This design comes from an exercise in tuning for small area on the open sky130 flow, not from production work.
In this exercise RTL edits were held to simulation tests only and were not proved equivalent to the original.
No activity file was given, so power comes from the tool's default toggle rates.

// nfc_bridge
module nfc_bridge (
    input  wire clk,
    input  wire rst,
    input  wire i2c_scl,
    input  wire i2c_sda_in,
    output reg  i2c_sda_oe,
    output reg  spi_cs_n,
    output reg  spi_sck,
    output wire spi_mosi,
    input  wire spi_miso,
    input  wire fe_busy,
    output reg  fe_rst_n
);
Size: about 170 flip-flops.
clock: 10.0 ns
lec_check: 0
cap_margin: 20
core_margin: 2
core_utilization: 40
cts_buf_list: sky130_fd_sc_hd__clkbuf_8
place_density: 0.6
slew_margin: 20
standard.sh (not shown) runs the stock make flow with config.mk's settings and CLKGATE_MAP_FILE= SYNTH_SCRIPT=/design/flow/synth_recipe.tcl, a recipe that flattens the netlist after the stock synthesis.
==> flow/flow/run.sh <==
#!/bin/bash
# Layout flow: the standard flow, with an area-oriented ABC mapping
# script in synthesis and a clock tree without dummy loads.
set -euo pipefail
S=$PWD/orfs_scripts
rm -rf "$S"
cp -r "$FLOW_HOME/scripts" "$S"
cp flow/abc_area.script "$S/abc_speed.script"
bash standard.sh SCRIPTS_DIR="$S" synth > synth.log 2>&1
bash standard.sh "BUFFER_PORTS_ARGS=-buffer_cell sky130_fd_sc_hd__buf_1" "CTS_ARGS=-sink_clustering_enable -repair_clock_nets -buf_list sky130_fd_sc_hd__clkbuf_8 -dont_use_dummy_load" > layout.log 2>&1
==> flow/flow/abc_area.script <==
strash
&get -n
&fraig -x
&put
scorr
dc2
strash
balance -l
resub -K 6 -l
rewrite -l
resub -K 6 -N 2 -l
refactor -l
resub -K 8 -l
balance -l
resub -K 8 -N 2 -l
rewrite -l
resub -K 10 -l
rewrite -z -l
resub -K 10 -N 2 -l
balance -l
resub -K 12 -l
refactor -z -l
resub -K 12 -N 2 -l
rewrite -z -l
balance -l
balance -l
resub -K 6 -l
rewrite -l
resub -K 6 -N 2 -l
refactor -l
resub -K 8 -l
balance -l
resub -K 8 -N 2 -l
rewrite -l
resub -K 10 -l
rewrite -z -l
resub -K 10 -N 2 -l
balance -l
resub -K 12 -l
refactor -z -l
resub -K 12 -N 2 -l
rewrite -z -l
balance -l
&get -n
&dch -f
&nf -R 1000
&put
topo
dnsize -c
The baseline passed the timing, design-rule and antenna checks.
Then changed:
--- a/flow/design.v
+++ b/flow/design.v
@@ -41,30 +41,27 @@
     wire [2:0] rb   = ~cnt[2:0];             
     wire d_out = taken &&
                  ((sv_type == R_VER   && ridx != 4'd0 && ridx <= 4'd2) ||
                   (sv_type == R_BLOCK && ridx != 4'd0 && ridx <= 4'd4));
     wire [5:0] urot;
     wire [5:0] upos = {ridx[2:0], rb} + urot;
-    reg rbit;
+    reg [7:0] st_byte;                       
     always @(*) begin
-        rbit = 1'b1;
         case (sv_type)
-            R_NOTAG: if (ridx == 4'd0) rbit = (rb == 3'd0);
-            R_COMM:  if (ridx == 4'd0) rbit = (rb == 3'd1);
-            R_RESET: if (ridx == 4'd0) rbit = ls & (rb[2:1] == 2'd0);
-            R_GETST: if (ridx == 4'd0) rbit = ls & (rb[2:1] == 2'd0);
-                     else if (ridx == 4'd1) rbit = tp & (rb == 3'd0);
-            R_VER:   if (ridx == 4'd0) rbit = 1'b0;
-                     else if (ridx <= 4'd2) rbit = D[15];
-            R_BLOCK: if (ridx == 4'd0) rbit = 1'b0;
-                     else if (ridx <= 4'd4) rbit = D[31];
-            R_UID:   if (ridx == 4'd0) rbit = 1'b0;
-                     else if (!(ridx[3] & ridx[0])) rbit = U[upos];
-            default: rbit = 1'b1;
+            R_NONE:           st_byte = 8'hFF;
+            R_NOTAG:          st_byte = 8'h01;
+            R_COMM:           st_byte = 8'h02;
+            R_RESET, R_GETST: st_byte = {6'd0, ls, ls};
+            default:          st_byte = 8'h00;
         endcase
     end
+    wire rbit = (ridx == 4'd0) ? st_byte[rb] :
+                (sv_type == R_GETST && ridx == 4'd1) ? (tp & (rb == 3'd0)) :
+                (sv_type == R_VER   && ridx <= 4'd2) ? D[15] :
+                (sv_type == R_BLOCK && ridx <= 4'd4) ? D[31] :
+                (sv_type == R_UID   && !(ridx[3] & ridx[0])) ? U[upos] : 1'b1;
     localparam M_ILOW = 4'd0, M_ISET = 4'd1, M_IWAIT = 4'd2, M_PROBE = 4'd3,
                M_CFG = 4'd4, M_RFON = 4'd5, M_IDLE = 4'd6, M_VER = 4'd7,
                M_SEND = 4'd8, M_POLL = 4'd9, M_LEN = 4'd10, M_RDATA = 4'd11;
     localparam X_IDLE = 2'd0, X_WAIT = 2'd1, X_SHIFT = 2'd2, X_GAP = 2'd3;
     reg [3:0] ms;
     reg       boot;
=> Die area is lower by 0.55%. Global-route usage is lower by 1.4 points. Register-to-register slack got worse by 0.63 ns. Design area stays flat. Wire length is lower by about 7%. Via count is lower by 1.7%. Sequential share of layout area is about the same. Clock power barely changes. Power is lower by about 1.5%. Sequential power hardly moves. Critical path depth is higher by 13.

[separate check: timing with driven ports]
No port has a modelled driver above. Below, the same layouts with a new extraction and two added sets of constraints. Step 1: set_driving_cell puts a clkbuf_16 on clk and a buf_2 on each other input, an assumption about the parent block. Step 2 times the ports against the registers' clock, not the clock port: input delays grow and output delays shrink by t, the midpoint of the rising clock arrivals with the driver on. Three values: ideal ports, drivers, drivers and shift; two values: the first two.
run | t, ns | slack for setup (ns) | latest minus earliest clock arrival (ns)
the first run | 0.484 | 4.559 / 4.516 / 5.000 | 0.033 / 0.034
the second run | 0.493 | 4.392 / 4.392 / 4.392 | 0.053 / 0.053
After both steps every run listed still meets setup and hold.
